This is an optimization exercise on Yosys and OpenROAD, whose aim is small area, a short achievable clock period and few clock cycles, not a production implementation. The RTL was checked by simulation tests, not by an equivalence proof against the original design.

## rs_bm_decoder
module rs_bm_decoder (
    input  wire         clk,
    input  wire         rst,
    input  wire         start,
    input  wire [4:0]   t_in,
    input  wire [377:0] word_in,
    output wire         ready,
    output reg          done,
    output reg          ok,
    output reg  [4:0]   nerr,
    output wire [377:0] word_out
);
  localparam integer P  = 6;                  
  localparam integer NG = (63 + P - 1) / P;   
  localparam integer NS = NG * P;             
  function [5:0] gf_mul(input [5:0] a, input [5:0] b);
    reg [10:0] p;
    integer i;
    begin
      p = 11'd0;
      for (i = 0; i < 6; i = i + 1)
        if (b[i]) p = p ^ ({5'd0, a} << i);
      for (i = 10; i >= 6; i = i - 1)
        if (p[i]) p = p ^ (11'b1000011 << (i - 6));
      gf_mul = p[5:0];
    end
  endfunction
  localparam [377:0] APOW = {6'd33, 6'd49, 6'd57, 6'd61, 6'd63, 6'd62, 6'd31, 6'd46, 6'd23, 6'd42, 6'd21, 6'd43, 6'd52, 6'd26, 6'd13, 6'd39, 6'd50, 6'd25, 6'd45, 6'd55, 6'd58, 6'd29, 6'd47, 6'd54, 6'd27, 6'd44, 6'd22, 6'd11, 6'd36, 6'd18, 6'd9, 6'd37, 6'd51, 6'd56, 6'd28, 6'd14, 6'd7, 6'd34, 6'd17, 6'd41, 6'd53, 6'd59, 6'd60, 6'd30, 6'd15, 6'd38, 6'd19, 6'd40, 6'd20, 6'd10, 6'd5, 6'd35, 6'd48, 6'd24, 6'd12, 6'd6, 6'd3, 6'd32, 6'd16, 6'd8, 6'd4, 6'd2, 6'd1};
  localparam [383:0] INV = {6'd32, 6'd3, 6'd16, 6'd55, 6'd58, 6'd59, 6'd8, 6'd36, 6'd60, 6'd17, 6'd29, 6'd10, 6'd18, 6'd38, 6'd4, 6'd42, 6'd41, 6'd12, 6'd30, 6'd7, 6'd5, 6'd48, 6'd47, 6'd13, 6'd19, 6'd50, 6'd9, 6'd56, 6'd21, 6'd27, 6'd2, 6'd63, 6'd6, 6'd45, 6'd53, 6'd11, 6'd34, 6'd20, 6'd15, 6'd23, 6'd24, 6'd14, 6'd35, 6'd26, 6'd39, 6'd51, 6'd54, 6'd61, 6'd25, 6'd22, 6'd40, 6'd46, 6'd28, 6'd52, 6'd37, 6'd57, 6'd44, 6'd31, 6'd43, 6'd49, 6'd62, 6'd33, 6'd1, 6'd0};
  ...
For scale: roughly 21,000 cells after synthesis, about 190,000 sq um of cells after synthesis.
==> flow/config.mk <==
export PLATFORM = sky130hd
export DESIGN_NAME = rs_bm_decoder
export DESIGN_NICKNAME = rs_bm_decoder
export VERILOG_FILES = /design/flow/design.v
export SDC_FILE = /design/flow/constraint.sdc
export NUM_CORES = 8
export LEC_CHECK = 0
export CAP_MARGIN = 20
export CORE_MARGIN = 2
export CORE_UTILIZATION = 35
export PLACE_DENSITY = 0.5
export SLEW_MARGIN = 20
==> flow/constraint.sdc <==
create_clock -name core_clock -period 10.0 [get_ports {clk}]
set_input_delay 2.0000 -clock core_clock [delete_from_list [all_inputs] [get_ports {clk}]]
set_output_delay 2.0000 -clock core_clock [all_outputs]
set_load 0.01 [all_outputs]
standard.sh (not shown) runs the stock make flow with config.mk's settings and CLKGATE_MAP_FILE= SYNTH_SCRIPT=/design/flow/synth_recipe.tcl, a recipe that flattens the netlist after the stock synthesis.
==> flow/flow/run.sh <==
#!/bin/bash
set -euo pipefail
export SETUP_SLACK_MARGIN=6.2
export BUFFER_PORTS_ARGS="-buffer_cell sky130_fd_sc_hd__buf_2"
export MAX_REPAIR_ANTENNAS_ITER_DRT=10
bash standard.sh > standard.log 2>&1
Testbench counts at the start, summed over its fixed seeds: cycles 6,766.
==> next run, changes <==
--- a/flow/config.mk
+++ b/flow/config.mk
@@ -6,7 +6,7 @@
 export NUM_CORES = 8
 export LEC_CHECK = 0
-export CAP_MARGIN = 20
+export CAP_MARGIN = 30
 export CORE_MARGIN = 2
 export CORE_UTILIZATION = 35
 export PLACE_DENSITY = 0.5
-export SLEW_MARGIN = 20
+export SLEW_MARGIN = 30
Effect:
- die area stays the same
- sequential cell count does not change
- synthesized cell count stays the same
- clock-buffer cell count is lower by 12
- worst hold slack is worse by 21 ps
- via count is higher by 0.42%
- worst setup slack is better by 150 ps
- register-to-register slack is better by 150 ps
- global-route usage stays flat
==> next run, changes <==
--- a/flow/config.mk
+++ b/flow/config.mk
@@ -6,7 +6,7 @@
 export NUM_CORES = 8
 export LEC_CHECK = 0
-export CAP_MARGIN = 30
+export CAP_MARGIN = 25
 export CORE_MARGIN = 2
 export CORE_UTILIZATION = 35
 export PLACE_DENSITY = 0.5
-export SLEW_MARGIN = 30
+export SLEW_MARGIN = 25
Effect: The new run passed the timing, DRC and antenna checks. Area after synthesis does not change. Design area grows by 0.31%. Wire length hardly moves. Via count barely changes. Worst setup slack is worse by 9.9 ps. Register-to-register slack stays flat. Die area is unchanged.
==> next run, changes <==
==> flow/flow/run.sh (replaced) <==
#!/bin/bash
set -euo pipefail
export SETUP_SLACK_MARGIN=6.5
export BUFFER_PORTS_ARGS="-buffer_cell sky130_fd_sc_hd__buf_2"
export MAX_REPAIR_ANTENNAS_ITER_DRT=10
bash standard.sh > standard.log 2>&1
--- a/flow/config.mk
+++ b/flow/config.mk
@@ -6,7 +6,7 @@
 export NUM_CORES = 8
 export LEC_CHECK = 0
-export CAP_MARGIN = 25
+export CAP_MARGIN = 30
 export CORE_MARGIN = 2
 export CORE_UTILIZATION = 35
 export PLACE_DENSITY = 0.5
-export SLEW_MARGIN = 25
+export SLEW_MARGIN = 30
Die area stays the same.
Synthesized cell count is unchanged.
==> next run, changes <==
==> flow/flow/run.sh (replaced) <==
#!/bin/bash
set -euo pipefail
export SETUP_SLACK_MARGIN=6.0
export BUFFER_PORTS_ARGS="-buffer_cell sky130_fd_sc_hd__buf_2"
export MAX_REPAIR_ANTENNAS_ITER_DRT=10
bash standard.sh > standard.log 2>&1
What happened: First-iteration DRC count went down by 5.3%. Non-clock buffer count went down by 1544. Sequential share of layout area went up by 3.4 points.
==> next run, changes <==
==> flow/flow/run.sh (replaced) <==
#!/bin/bash
set -euo pipefail
export SETUP_SLACK_MARGIN=6.3
export BUFFER_PORTS_ARGS="-buffer_cell sky130_fd_sc_hd__buf_2"
export MAX_REPAIR_ANTENNAS_ITER_DRT=10
bash standard.sh > standard.log 2>&1
--- a/flow/config.mk
+++ b/flow/config.mk
@@ -9,4 +9,4 @@
 export CORE_MARGIN = 2
 export CORE_UTILIZATION = 35
-export PLACE_DENSITY = 0.5
+export PLACE_DENSITY = 0.55
 export SLEW_MARGIN = 30
Effect:
- The changed run finished clean
- via count went up by 4.0%
- final area went up by 7.9%
- register-to-register slack improves by 270 ps
- worst setup slack improves by 270 ps
- routed wire length went up by 5.5%
- non-clock buffer count went up by 867
- count of clock-buffer cells in the layout went up by 3
- first-iteration DRC count went down by 0.90%

## what the ideal ports hide
How much do the figures lean on ideal ports? The routed layouts below were timed once more, with nothing changed but the port constraints.
Step 1 sets driving cells, clkbuf_16 on the clock port and buf_2 on the other inputs (assumed; they add their load-dependent delay and slew).
Step 2, shift: input delay + t, output delay - t, t = (earliest + latest rising clock arrival at the registers) / 2. This alone moves slack from input paths to output paths.
Slacks: ideal / step 1 / step 2; pairs: ideal / step 1.
| run | shift t [ns] | slack for setup (ns) | hold slack, ns | worst register clock-pin slew, ns | worst data-port slew with drivers (ns) |
|---|---|---|---|---|---|
| the first run | 1.126 | 5.865 / 5.865 / 4.948 | 0.288 / 0.288 / 0.288 | 0.08 / 0.08 | 0.22 |
| the second run | 1.117 | 6.019 / 6.019 / 4.952 | 0.267 / 0.267 / 0.267 | 0.08 / 0.08 | 0.24 |
| the third run | 1.137 | 6.009 / 5.936 / 4.931 | 0.283 / 0.283 / 0.283 | 0.07 / 0.07 | 0.22 |
| the fourth run | 1.147 | 5.945 / 5.945 / 4.960 | 0.261 / 0.261 / 0.261 | 0.08 / 0.08 | 0.19 |
| the fifth run | 1.132 | 5.756 / 5.756 / 4.895 | 0.270 / 0.270 / 0.270 | 0.08 / 0.08 | 0.34 |
| the sixth run | 1.120 | 6.022 / 6.003 / 4.951 | 0.249 / 0.249 / 0.249 | 0.08 / 0.08 | 0.21 |
After both steps every run listed still meets setup and hold. The setup slack of the third run, which loses most, moves by -0.073 ns with the drivers and by -1.078 ns with both steps.
